What follows belongs to an exercise in optimizing a design on an open flow for small area; a production flow would make more cautious choices. RTL that was checked went through simulation tests only; none was proved equivalent to the original. No driver is modelled on the clock port, so clocking that relies on it looks cheaper here than on a real chip.

==> inputs of job 7323 <==
==> flow/design.v <==
module debounce_vertical_counter (
    input  wire        clk,
    input  wire        rst,           
    input  wire        bus_req,
    input  wire        bus_we,
    input  wire [9:0]  bus_addr,
    input  wire [1:0]  bus_size,      
    input  wire [31:0] bus_wdata,
    output wire        bus_ack,
    output wire        bus_err,
    output wire [31:0] bus_rdata,
    input  wire [31:0] sample_in,
    output wire        evt_valid
);
    localparam TW = 41;                   
    localparam P_PIN = 0;                 
    localparam P_HR  = 5;                 
    localparam P_HF  = 14;                
    localparam P_AR  = 23;                
    localparam P_AF  = 32;                
    localparam [1:0] S_IDLE = 2'd0;
    localparam [1:0] S_PASS = 2'd1;
    localparam [1:0] S_WALK = 2'd2;
    localparam [1:0] S_DONE = 2'd3;
    localparam [1:0] OP_ZERO = 2'd0;
    localparam [1:0] OP_TICK = 2'd1;
    localparam [1:0] OP_REG  = 2'd2;
    localparam [1:0] OP_FIN  = 2'd3;
    reg [4:0]  ph;
    reg [1:0]  st;
    reg [1:0]  op;
    reg        run;           
    reg        anye;          
    reg        first;         
    reg        bq;            
    reg [31:0] raw_r, c0_r, c1_r, last_r, dl_r, ri_r, fa_r;
    reg [TW*32-1:0] tab;
    reg        disp;
    reg [5:0]  count;
    reg [2:0]  result;
    reg        fault;
    reg [1:0]  fcode;
    reg [4:0]  cur_e;
    reg        cur_ph;
    reg        ev_ap;
    reg [7:0]  ev_at;
    reg [7:0]  ev_ht;
    wire [TW-1:0] th  = tab[TW-1:0];
    wire [4:0]  h_pin = th[P_PIN +: 5];
    wire [8:0]  h_hr  = th[P_HR +: 9];
    wire [8:0]  h_hf  = th[P_HF +: 9];
    wire [8:0]  h_ar  = th[P_AR +: 9];
    wire [8:0]  h_af  = th[P_AF +: 9];
    wire req_bad   = (bus_size != 2'd2) || (bus_addr[1:0] != 2'b00);
    wire is_cmd    = bus_we && (bus_addr[9:2] == 8'h01);
    wire [31:0] v  = bus_wdata;
    wire [3:0]  opc = v[31:28];
    wire dec_tick  = (opc == 4'h1) && (v[27:0] == 28'd0);
    wire dec_reg   = (opc == 4'h2) && (v[27:8] == 20'd0);
    wire dec_set   = ((opc == 4'h3) || (opc == 4'h4)) && (v[27:24] == 4'd0) && (v[14:9] == 6'd0);
    wire dec_ack   = (opc == 4'h5) && (v[27:1] == 27'd0);
    wire dec_reset = (v == 32'hF0000000);
    wire [7:0] f_entry = v[23:16];
    wire       f_edge  = v[15];
    wire       f_raised = v[0];
    wire idle   = (st == S_IDLE);
    wire exec   = idle && bus_req && !req_bad && is_cmd;
    wire at_ent  = (ph == f_entry[4:0]);
    wire at_cur  = (ph == cur_e);
    wire ph_eq_cnt = ({1'b0, ph} == count);
    wire below     = bq && !ph_eq_cnt;
    wire set_ok    = below && (f_entry[7:5] == 3'd0);
    wire in_pass = (st == S_PASS) && run;
    wire p_zero  = in_pass && (op == OP_ZERO);
    wire p_tick  = in_pass && (op == OP_TICK);
    wire p_reg   = in_pass && (op == OP_REG);
    wire p_fin   = in_pass && (op == OP_FIN);
    wire ph_last = (ph == 5'd31);
    wire s   = sample_in[ph];
    wire r   = raw_r[0];
    wire a0  = c0_r[0];
    wire a1  = c1_r[0];
    wire l   = last_r[0];
    wire d   = s ^ r;
    wire c1n = (a1 ^ a0) & d;
    wire c0n = ~a0 & d;
    wire rn  = r ^ (c0n & c1n);
    wire rin = rn & ~l;
    wire fan = ~rn & l;
    wire edge_any = anye | rin | fan;
    wire raw_in  = p_zero ? 1'b0 : p_tick ? rn  : p_reg ? s : r;
    wire last_in = p_zero ? 1'b0 : p_reg  ? s   : p_fin ? r : l;
    wire c0_in   = p_zero ? 1'b0 : p_tick ? c0n : a0;
    wire c1_in   = p_zero ? 1'b0 : p_tick ? c1n : a1;
    wire dl_in   = p_zero ? 1'b0 : p_tick ? d   : dl_r[0];
    wire ri_in   = p_zero ? 1'b0 : p_tick ? rin : ri_r[0];
    wire fa_in   = p_zero ? 1'b0 : p_tick ? fan : fa_r[0];
    wire       walk    = (st == S_WALK) && !(first && !at_cur);
    wire [4:0] idx     = h_pin - ph;            
    wire       w_end   = !below;
    wire       mR      = !first && h_hr[8] && ri_r[idx];
    wire       mF      = !(first && cur_ph) && h_hf[8] && fa_r[idx];
    wire       w_match = !w_end && (mR || mF);
    wire       w_fin   = w_end || (!w_match && ph_last);
    wire wr_reg = p_reg && ph_eq_cnt;
    wire wr_set = exec && !fault && dec_set && set_ok && at_ent;
    wire wr_hr  = wr_set && !opc[2] && !f_edge;
    wire wr_hf  = wr_set && !opc[2] &&  f_edge;
    wire wr_ar  = wr_set &&  opc[2] && !f_edge;
    wire wr_af  = wr_set &&  opc[2] &&  f_edge;
    wire [TW-1:0] tin;
    assign tin[P_PIN +: 5] = wr_reg ? v[4:0] : h_pin;
    assign tin[P_HR +: 9]  = wr_hr ? v[8:0] : {h_hr[8] & !wr_reg, h_hr[7:0]};
    assign tin[P_HF +: 9]  = wr_hf ? v[8:0] : {h_hf[8] & !wr_reg, h_hf[7:0]};
    assign tin[P_AR +: 9]  = wr_ar ? v[8:0] : {h_ar[8] & !wr_reg, h_ar[7:0]};
    assign tin[P_AF +: 9]  = wr_af ? v[8:0] : {h_af[8] & !wr_reg, h_af[7:0]};
    wire [7:0] m_hr = h_hr[8] ? h_hr[7:0] : 8'd0;
    wire [7:0] m_hf = h_hf[8] ? h_hf[7:0] : 8'd0;
    wire [7:0] m_ar = h_ar[8] ? h_ar[7:0] : 8'd0;
    wire [7:0] m_af = h_af[8] ? h_af[7:0] : 8'd0;
    wire [4:0] rd_i     = {bus_addr[9], bus_addr[7:4]};
    wire       rd_lo    = (bus_addr[9:8] == 2'b00);
    wire       rd_tab   = (bus_addr[9] != bus_addr[8]);
    wire       rd_lane  = rd_lo && (bus_addr[7:2] >= 6'h03) && (bus_addr[7:2] <= 6'h09);
    wire       rd_event = rd_lo && (bus_addr[7:2] == 6'h0A);
    wire       e_valid  = below;               
    wire rd_ready = rd_lane  ? (ph == 5'd0) :
                    rd_tab   ? (ph == rd_i) :
                    rd_event ? (!disp || at_cur) : 1'b1;
    wire cmd_now  = dec_reset || fault ||
                    (dec_tick && disp) ||
                    (dec_reg && (disp || (v[7:5] != 3'd0) || count[5])) ||
                    (dec_set && at_ent) ||
                    (dec_ack && (!disp || f_raised)) ||
                    !(dec_tick || dec_reg || dec_set || dec_ack);
    assign bus_ack = (st == S_DONE) ||
                     (idle && (req_bad || (bus_we ? (!is_cmd || cmd_now) : rd_ready)));
    assign bus_err = req_bad;
    assign evt_valid = disp;
    reg [31:0] rdv;
    always @(*) begin
        rdv = 32'd0;
        if (rd_lo) begin
            case (bus_addr[7:2])
                6'h00: rdv = 32'h42544E31;
                6'h02: rdv = {8'd0, 2'd0, count, 4'd0, 2'd0, fcode,
                              2'd0, fault, disp, 1'b0, result};
                6'h03: rdv = raw_r;
                6'h04: rdv = c0_r;
                6'h05: rdv = c1_r;
                6'h06: rdv = last_r;
                6'h07: rdv = dl_r;
                6'h08: rdv = ri_r;
                6'h09: rdv = fa_r;
                6'h0A: rdv = disp ? {1'b1, cur_e, cur_ph, ev_ap, ev_ap ? ev_at : 8'd0, ev_ht, 3'd0, h_pin} : 32'd0;
                6'h0B: rdv = 32'h00082020;
                default: rdv = 32'd0;
            endcase
        end else if (rd_tab && e_valid) begin
            case (bus_addr[3:2])
                2'd0: rdv = {1'b1, 23'd0, 3'd0, h_pin};
                2'd1: rdv = {7'd0, h_ar[8], m_ar, 7'd0, h_hr[8], m_hr};
                2'd2: rdv = {7'd0, h_af[8], m_af, 7'd0, h_hf[8], m_hf};
                default: rdv = 32'd0;
            endcase
        end
    end
    assign bus_rdata = rdv;
    always @(posedge clk) begin
        raw_r  <= {raw_in,  raw_r[31:1]};
        c0_r   <= {c0_in,   c0_r[31:1]};
        c1_r   <= {c1_in,   c1_r[31:1]};
        last_r <= {last_in, last_r[31:1]};
        dl_r   <= {dl_in,   dl_r[31:1]};
        ri_r   <= {ri_in,   ri_r[31:1]};
        fa_r   <= {fa_in,   fa_r[31:1]};
        tab    <= {tin, tab[TW*32-1:TW]};
    end
    always @(posedge clk) begin
        if (walk && w_match) begin
            cur_e  <= ph;
            cur_ph <= !mR;
            ev_ht  <= mR ? h_hr[7:0] : h_hf[7:0];
            ev_ap  <= mR ? h_ar[8]   : h_af[8];
            ev_at  <= mR ? h_ar[7:0] : h_af[7:0];
        end
    end
    wire do_reset = rst || (exec && dec_reset);
    always @(posedge clk) begin
        if (do_reset) begin
            ph     <= 5'd0;
            bq     <= 1'b1;
            st     <= S_PASS;
            op     <= OP_ZERO;
            run    <= 1'b1;
            disp   <= 1'b0;
            count  <= 6'd0;
            result <= 3'd0;
            fault  <= 1'b0;
            fcode  <= 2'd0;
        end else begin
            ph <= ph + 5'd1;
            bq <= ph_last || below;
            case (st)
                S_IDLE: if (exec) begin
                    if (fault) begin
                        result <= 3'd7;
                    end else if (dec_tick) begin
                        if (disp) begin
                            fault  <= 1'b1;
                            fcode  <= 2'd1;
                            result <= 3'd7;
                        end else begin
                            result <= 3'd0;
                            anye   <= 1'b0;
                            st     <= S_PASS;
                            op     <= OP_TICK;
                            run    <= ph_last;
                        end
                    end else if (dec_reg) begin
                        if (disp) begin
                            fault  <= 1'b1;
                            fcode  <= 2'd2;
                            result <= 3'd7;
                        end else if (v[7:5] != 3'd0) begin
                            result <= 3'd2;
                        end else if (count[5]) begin
                            result <= 3'd3;
                        end else begin
                            result <= 3'd0;
                            st     <= S_PASS;
                            op     <= OP_REG;
                            run    <= ph_last;
                        end
                    end else if (dec_set) begin
                        result <= set_ok ? 3'd0 : 3'd4;
                    end else if (dec_ack) begin
                        if (!disp) begin
                            result <= 3'd5;
                        end else if (f_raised) begin
                            disp   <= 1'b0;
                            result <= 3'd6;
                        end else begin
                            result <= 3'd0;
                            st     <= S_WALK;
                            first  <= 1'b1;
                        end
                    end else begin
                        result <= 3'd1;
                    end
                end
                S_PASS: begin
                    if (!run) begin
                        run <= ph_last;
                    end else begin
                        if (op == OP_TICK)
                            anye <= edge_any;
                        if (ph_last) begin
                            run <= 1'b0;
                            case (op)
                                OP_ZERO: st <= S_IDLE;
                                OP_TICK: begin
                                    st    <= edge_any ? S_WALK : S_DONE;
                                    first <= 1'b0;
                                end
                                OP_REG: begin
                                    st    <= S_DONE;
                                    count <= count + 6'd1;
                                end
                                default: st <= S_DONE;
                            endcase
                        end
                    end
                end
                S_WALK: if (walk) begin
                    first <= 1'b0;
                    if (w_match) begin
                        disp <= 1'b1;
                        st   <= S_DONE;
                    end else if (w_fin) begin
                        disp <= 1'b0;
                        st   <= S_PASS;
                        op   <= OP_FIN;
                        run  <= ph_last;
                    end
                end
                default: st <= S_IDLE;
            endcase
        end
    end
endmodule
==> flow/flow/run.sh <==
#!/bin/bash
# Own layout flow: the standard flow (standard.sh, unchanged synthesis,
# floorplan, placement, routing), with two placement/CTS arguments changed:
#  * port buffers use the smallest buffer, sky130_fd_sc_hd__buf_1, instead of
#    the flow's default choice (every input and output port still gets one);
#  * clock tree synthesis does not insert dummy loads.
# The full output of the flow goes to flow.log in this folder; ORFS keeps
# each step's own log under orfs/logs/.
set -euo pipefail
export BUFFER_PORTS_ARGS="-buffer_cell sky130_fd_sc_hd__buf_1"
export CTS_ARGS="-sink_clustering_enable -repair_clock_nets -dont_use_dummy_load -buf_list sky130_fd_sc_hd__clkbuf_16 -sink_clustering_size 30 -sink_clustering_max_diameter 100"
bash standard.sh finish > flow.log 2>&1
==> flow/standard.sh <==
#!/bin/bash
# synth_recipe.tcl (not shown) runs the flow's synth.tcl, then flattens the netlist and writes it again
# the make line also repeats each setting of config.mk as NAME=value (left out here)
make -C /OpenROAD-flow-scripts/flow DESIGN_CONFIG=/design/flow/config.mk WORK_HOME=/design/flow/orfs CLKGATE_MAP_FILE= SYNTH_SCRIPT=/design/flow/synth_recipe.tcl "${@:-finish}"
==> flow/config.mk <==
export PLATFORM = sky130hd
export DESIGN_NAME = debounce_vertical_counter
export DESIGN_NICKNAME = debounce_vertical_counter
export VERILOG_FILES = /design/flow/design.v
export SDC_FILE = /design/flow/constraint.sdc
export NUM_CORES = 4
export LEC_CHECK = 0
export CAP_MARGIN = 20
export CORE_MARGIN = 2
export CORE_UTILIZATION = 65
export CTS_BUF_LIST = sky130_fd_sc_hd__clkbuf_16
export CTS_CLUSTER_DIAMETER = 100
export CTS_CLUSTER_SIZE = 30
export SLEW_MARGIN = 20
==> flow/constraint.sdc <==
create_clock -name core_clock -period 10.0 [get_ports {clk}]
set_input_delay 2.0000 -clock core_clock [delete_from_list [all_inputs] [get_ports {clk}]]
set_output_delay 2.0000 -clock core_clock [all_outputs]
set_load 0.01 [all_outputs]
==> inputs of job 711, as changes to job 7323 <==
--- a/flow/design.v
+++ b/flow/design.v
@@ -33,5 +33,4 @@
     reg        anye;          
     reg        first;         
-    reg        bq;            
     reg [31:0] raw_r, c0_r, c1_r, last_r, dl_r, ri_r, fa_r;
     reg [TW*32-1:0] tab;
@@ -63,12 +62,11 @@
     wire [7:0] f_entry = v[23:16];
     wire       f_edge  = v[15];
+    wire [8:0] f_tok   = {v[8], v[8] ? v[7:0] : 8'd0};
     wire       f_raised = v[0];
     wire idle   = (st == S_IDLE);
     wire exec   = idle && bus_req && !req_bad && is_cmd;
+    wire set_ok  = ({2'd0, count} > f_entry);
     wire at_ent  = (ph == f_entry[4:0]);
     wire at_cur  = (ph == cur_e);
-    wire ph_eq_cnt = ({1'b0, ph} == count);
-    wire below     = bq && !ph_eq_cnt;
-    wire set_ok    = below && (f_entry[7:5] == 3'd0);
     wire in_pass = (st == S_PASS) && run;
     wire p_zero  = in_pass && (op == OP_ZERO);
@@ -98,10 +96,10 @@
     wire       walk    = (st == S_WALK) && !(first && !at_cur);
     wire [4:0] idx     = h_pin - ph;            
-    wire       w_end   = !below;
+    wire       w_end   = ({1'b0, ph} >= count);
     wire       mR      = !first && h_hr[8] && ri_r[idx];
     wire       mF      = !(first && cur_ph) && h_hf[8] && fa_r[idx];
     wire       w_match = !w_end && (mR || mF);
     wire       w_fin   = w_end || (!w_match && ph_last);
-    wire wr_reg = p_reg && ph_eq_cnt;
+    wire wr_reg = p_reg && (ph == count[4:0]);
     wire wr_set = exec && !fault && dec_set && set_ok && at_ent;
     wire wr_hr  = wr_set && !opc[2] && !f_edge;
@@ -111,12 +109,8 @@
     wire [TW-1:0] tin;
     assign tin[P_PIN +: 5] = wr_reg ? v[4:0] : h_pin;
-    assign tin[P_HR +: 9]  = wr_hr ? v[8:0] : {h_hr[8] & !wr_reg, h_hr[7:0]};
-    assign tin[P_HF +: 9]  = wr_hf ? v[8:0] : {h_hf[8] & !wr_reg, h_hf[7:0]};
-    assign tin[P_AR +: 9]  = wr_ar ? v[8:0] : {h_ar[8] & !wr_reg, h_ar[7:0]};
-    assign tin[P_AF +: 9]  = wr_af ? v[8:0] : {h_af[8] & !wr_reg, h_af[7:0]};
-    wire [7:0] m_hr = h_hr[8] ? h_hr[7:0] : 8'd0;
-    wire [7:0] m_hf = h_hf[8] ? h_hf[7:0] : 8'd0;
-    wire [7:0] m_ar = h_ar[8] ? h_ar[7:0] : 8'd0;
-    wire [7:0] m_af = h_af[8] ? h_af[7:0] : 8'd0;
+    assign tin[P_HR +: 9]  = wr_reg ? 9'd0 : wr_hr ? f_tok : h_hr;
+    assign tin[P_HF +: 9]  = wr_reg ? 9'd0 : wr_hf ? f_tok : h_hf;
+    assign tin[P_AR +: 9]  = wr_reg ? 9'd0 : wr_ar ? f_tok : h_ar;
+    assign tin[P_AF +: 9]  = wr_reg ? 9'd0 : wr_af ? f_tok : h_af;
     wire [4:0] rd_i     = {bus_addr[9], bus_addr[7:4]};
     wire       rd_lo    = (bus_addr[9:8] == 2'b00);
@@ -124,5 +118,5 @@
     wire       rd_lane  = rd_lo && (bus_addr[7:2] >= 6'h03) && (bus_addr[7:2] <= 6'h09);
     wire       rd_event = rd_lo && (bus_addr[7:2] == 6'h0A);
-    wire       e_valid  = below;               
+    wire       e_valid  = ({1'b0, rd_i} < count);
     wire rd_ready = rd_lane  ? (ph == 5'd0) :
                     rd_tab   ? (ph == rd_i) :
@@ -131,5 +125,5 @@
                     (dec_tick && disp) ||
                     (dec_reg && (disp || (v[7:5] != 3'd0) || count[5])) ||
-                    (dec_set && at_ent) ||
+                    (dec_set && (!set_ok || at_ent)) ||
                     (dec_ack && (!disp || f_raised)) ||
                     !(dec_tick || dec_reg || dec_set || dec_ack);
@@ -153,5 +147,5 @@
                 6'h08: rdv = ri_r;
                 6'h09: rdv = fa_r;
-                6'h0A: rdv = disp ? {1'b1, cur_e, cur_ph, ev_ap, ev_ap ? ev_at : 8'd0, ev_ht, 3'd0, h_pin} : 32'd0;
+                6'h0A: rdv = disp ? {1'b1, cur_e, cur_ph, ev_ap, ev_at, ev_ht, 3'd0, h_pin} : 32'd0;
                 6'h0B: rdv = 32'h00082020;
                 default: rdv = 32'd0;
@@ -160,6 +154,6 @@
             case (bus_addr[3:2])
                 2'd0: rdv = {1'b1, 23'd0, 3'd0, h_pin};
-                2'd1: rdv = {7'd0, h_ar[8], m_ar, 7'd0, h_hr[8], m_hr};
-                2'd2: rdv = {7'd0, h_af[8], m_af, 7'd0, h_hf[8], m_hf};
+                2'd1: rdv = {7'd0, h_ar, 7'd0, h_hr};
+                2'd2: rdv = {7'd0, h_af, 7'd0, h_hf};
                 default: rdv = 32'd0;
             endcase
@@ -190,5 +184,4 @@
         if (do_reset) begin
             ph     <= 5'd0;
-            bq     <= 1'b1;
             st     <= S_PASS;
             op     <= OP_ZERO;
@@ -201,5 +194,4 @@
         end else begin
             ph <= ph + 5'd1;
-            bq <= ph_last || below;
             case (st)
                 S_IDLE: if (exec) begin
==> flow/run.sh (new file) <==
#!/bin/bash
# synth_recipe.tcl (not shown) runs the flow's synth.tcl, then flattens the netlist and writes it again
# the make line also repeats each setting of config.mk as NAME=value (left out here)
make -C /OpenROAD-flow-scripts/flow DESIGN_CONFIG=/design/flow/config.mk WORK_HOME=/design/flow/orfs CLKGATE_MAP_FILE= SYNTH_SCRIPT=/design/flow/synth_recipe.tcl finish
- CORE_UTILIZATION: 65 -> 40
- CTS_BUF_LIST: sky130_fd_sc_hd__clkbuf_16 -> not set
- CTS_CLUSTER_DIAMETER: 100 -> not set
- CTS_CLUSTER_SIZE: 30 -> not set
removed: flow/flow/run.sh
removed: flow/standard.sh
==> inputs of job 8151, as changes to job 7323 <==
--- a/flow/design.v
+++ b/flow/design.v
@@ -28,4 +28,5 @@
     localparam [1:0] OP_FIN  = 2'd3;
     reg [4:0]  ph;
+    reg [2:0]  sec;
     reg [1:0]  st;
     reg [1:0]  op;
@@ -34,5 +35,6 @@
     reg        first;         
     reg        bq;            
-    reg [31:0] raw_r, c0_r, c1_r, last_r, dl_r, ri_r, fa_r;
+    reg [159:0] q;
+    reg [31:0] ri_r, fa_r;
     reg [TW*32-1:0] tab;
     reg        disp;
@@ -77,9 +79,12 @@
     wire p_fin   = in_pass && (op == OP_FIN);
     wire ph_last = (ph == 5'd31);
+    wire sec_last = (sec == 3'd4);
+    wire p_start = sec_last && ph_last;        
     wire s   = sample_in[ph];
-    wire r   = raw_r[0];
-    wire a0  = c0_r[0];
-    wire a1  = c1_r[0];
-    wire l   = last_r[0];
+    wire r   = q[0];
+    wire a0  = q[32];
+    wire a1  = q[64];
+    wire l   = q[96];
+    wire dlh = q[128];
     wire d   = s ^ r;
     wire c1n = (a1 ^ a0) & d;
@@ -93,5 +98,5 @@
     wire c0_in   = p_zero ? 1'b0 : p_tick ? c0n : a0;
     wire c1_in   = p_zero ? 1'b0 : p_tick ? c1n : a1;
-    wire dl_in   = p_zero ? 1'b0 : p_tick ? d   : dl_r[0];
+    wire dl_in   = p_zero ? 1'b0 : p_tick ? d   : dlh;
     wire ri_in   = p_zero ? 1'b0 : p_tick ? rin : ri_r[0];
     wire fa_in   = p_zero ? 1'b0 : p_tick ? fan : fa_r[0];
@@ -122,8 +127,11 @@
     wire       rd_lo    = (bus_addr[9:8] == 2'b00);
     wire       rd_tab   = (bus_addr[9] != bus_addr[8]);
-    wire       rd_lane  = rd_lo && (bus_addr[7:2] >= 6'h03) && (bus_addr[7:2] <= 6'h09);
+    wire       rd_q     = rd_lo && (bus_addr[7:2] >= 6'h03) && (bus_addr[7:2] <= 6'h07);
+    wire       rd_rf    = rd_lo && (bus_addr[7:3] == 5'h04);    
+    wire [2:0] rd_sec   = bus_addr[4:2] - 3'd3;
     wire       rd_event = rd_lo && (bus_addr[7:2] == 6'h0A);
     wire       e_valid  = below;               
-    wire rd_ready = rd_lane  ? (ph == 5'd0) :
+    wire rd_ready = rd_q     ? (ph == 5'd0) && (sec == rd_sec) :
+                    rd_rf    ? (ph == 5'd0) :
                     rd_tab   ? (ph == rd_i) :
                     rd_event ? (!disp || at_cur) : 1'b1;
@@ -146,9 +154,5 @@
                 6'h02: rdv = {8'd0, 2'd0, count, 4'd0, 2'd0, fcode,
                               2'd0, fault, disp, 1'b0, result};
-                6'h03: rdv = raw_r;
-                6'h04: rdv = c0_r;
-                6'h05: rdv = c1_r;
-                6'h06: rdv = last_r;
-                6'h07: rdv = dl_r;
+                6'h03, 6'h04, 6'h05, 6'h06, 6'h07: rdv = q[31:0];
                 6'h08: rdv = ri_r;
                 6'h09: rdv = fa_r;
@@ -168,9 +172,6 @@
     assign bus_rdata = rdv;
     always @(posedge clk) begin
-        raw_r  <= {raw_in,  raw_r[31:1]};
-        c0_r   <= {c0_in,   c0_r[31:1]};
-        c1_r   <= {c1_in,   c1_r[31:1]};
-        last_r <= {last_in, last_r[31:1]};
-        dl_r   <= {dl_in,   dl_r[31:1]};
+        q      <= {raw_in, q[159:129], dl_in, q[127:97], last_in, q[95:65],
+                   c1_in, q[63:33], c0_in, q[31:1]};
         ri_r   <= {ri_in,   ri_r[31:1]};
         fa_r   <= {fa_in,   fa_r[31:1]};
@@ -190,4 +191,5 @@
         if (do_reset) begin
             ph     <= 5'd0;
+            sec    <= 3'd0;
             bq     <= 1'b1;
             st     <= S_PASS;
@@ -201,4 +203,6 @@
         end else begin
             ph <= ph + 5'd1;
+            if (ph_last)
+                sec <= sec_last ? 3'd0 : sec + 3'd1;
             bq <= ph_last || below;
             case (st)
@@ -216,5 +220,5 @@
                             st     <= S_PASS;
                             op     <= OP_TICK;
-                            run    <= ph_last;
+                            run    <= p_start;
                         end
                     end else if (dec_reg) begin
@@ -231,5 +235,5 @@
                             st     <= S_PASS;
                             op     <= OP_REG;
-                            run    <= ph_last;
+                            run    <= p_start;
                         end
                     end else if (dec_set) begin
@@ -252,5 +256,5 @@
                 S_PASS: begin
                     if (!run) begin
-                        run <= ph_last;
+                        run <= p_start;
                     end else begin
                         if (op == OP_TICK)
@@ -282,5 +286,5 @@
                         st   <= S_PASS;
                         op   <= OP_FIN;
-                        run  <= ph_last;
+                        run  <= p_start;
                     end
                 end
==> flow/flow/run.sh (replaced) <==
#!/bin/bash
# Own layout flow: the standard flow (standard.sh: the standard
# synthesis, floorplan, placement, CTS and routing), with two arguments
# changed:
#  * port buffers use the smallest buffer, sky130_fd_sc_hd__buf_1, instead of
#    the flow's default choice (every input and output port still gets one);
#  * clock tree synthesis uses clkbuf_8 for small sink clusters and inserts
#    no dummy loads.
# The full output of the flow goes to flow.log in this folder; ORFS keeps
# each step's own log under orfs/logs/.
set -euo pipefail
export BUFFER_PORTS_ARGS="-buffer_cell sky130_fd_sc_hd__buf_1"
export CTS_ARGS="-sink_clustering_enable -repair_clock_nets -dont_use_dummy_load -buf_list sky130_fd_sc_hd__clkbuf_8 -sink_clustering_size 16 -sink_clustering_max_diameter 50"
bash standard.sh finish > flow.log 2>&1
- CTS_BUF_LIST: sky130_fd_sc_hd__clkbuf_16 -> not set
- CTS_CLUSTER_DIAMETER: 100 -> not set
- CTS_CLUSTER_SIZE: 30 -> not set
==> impl_metrics.ini <==
[status]
status = no timing/DRC/antenna violations

[sta]
clock_skew_ps = 51.6

[setup_path]
crit_family = buffers and inverters
cp_data_arrival_time_ps = 5930

[cts]
cts.reportedPaths.clkPinSlew_ps = 60

[cells_and_area]
n_antenna_cell = 4

[global_route]
met1_grt_util = 0.211

[placed_design]
postPlaceCellArea_um2 = 40400

[route]
detail_route.vias_per_cell = 4.54

[power_and_ir_drop]
power.share.switching = 0.211
The numbers above come from job 711.

==> impl_metrics.ini <==
[status]
status = no timing/DRC/antenna violations

[cts]
cts.reportedPaths.clkPinSlew_ps = 90

[cells_and_area]
n_antenna_cell = 5

[power_and_ir_drop]
power.share.switching = 0.202

[route]
detail_route.vias_per_cell = 5.03
drt_iter0_drc = 997

[global_route]
met1_grt_util = 0.296

[setup_path]
crit_family = simple AND/OR/NAND/NOR gates
cp_data_arrival_time_ps = 5110

[sta]
clock_skew_ps = 85.5
The numbers above come from job 8151.

==> impl_metrics.ini <==
[route]
detail_route.vias_per_cell = 5.38
via_count_of_the_routed_design = 17351

[setup_path]
top_fanout_value_on_the_critical_path = 22
cp_data_arrival_time_ps = 5300

[status]
status = no timing/DRC/antenna violations

[cells_and_area]
n_antenna_cell = 0

[power_and_ir_drop]
power.share.switching = 0.211

[sta]
clock_skew_ps = 64.5

[cts]
cts.reportedPaths.clkPinSlew_ps = 110

[placed_design]
postPlaceCellArea_um2 = 38800
The numbers above come from job 7323.

Function not checked in job 7323: the RTL went through the layout flow alone.

static timing again, ports no longer ideal:
In the flow no input, the clock included, has a driving cell. The finished layouts below were timed again as built, in two steps. Step 1: set_driving_cell puts a clkbuf_16 on clk and a buf_2 on each other input, an assumption about the parent block. Step 2, shift: input delay + t, output delay - t, t = (earliest + latest rising clock arrival at the registers) / 2. This alone moves slack from input paths to output paths. Three values: ideal, step 1, step 2; two values: the first two.
| run | t, ns | setup WS [ns] | worst setup path after step 2 | slew at the worst register clock pin (ns) | cell pins on the clock port's net |
|---|---|---|---|---|---|
| job 7323 | 0.709 | 2.700 / 2.678 / 2.678 | input to output | 0.12 / 0.12 | 1 |
| job 711 | 0.793 | 2.066 / 2.035 / 2.035 | input to output | 0.07 / 0.07 | 1 |
| job 8151 | 0.722 | 2.893 / 2.871 / 2.871 | input to output | 0.10 / 0.10 | 1 |
After both steps every run listed still meets setup and hold. For job 711, which loses most, drivers alone change the setup slack by -0.031 ns; drivers and shift together by -0.031 ns.
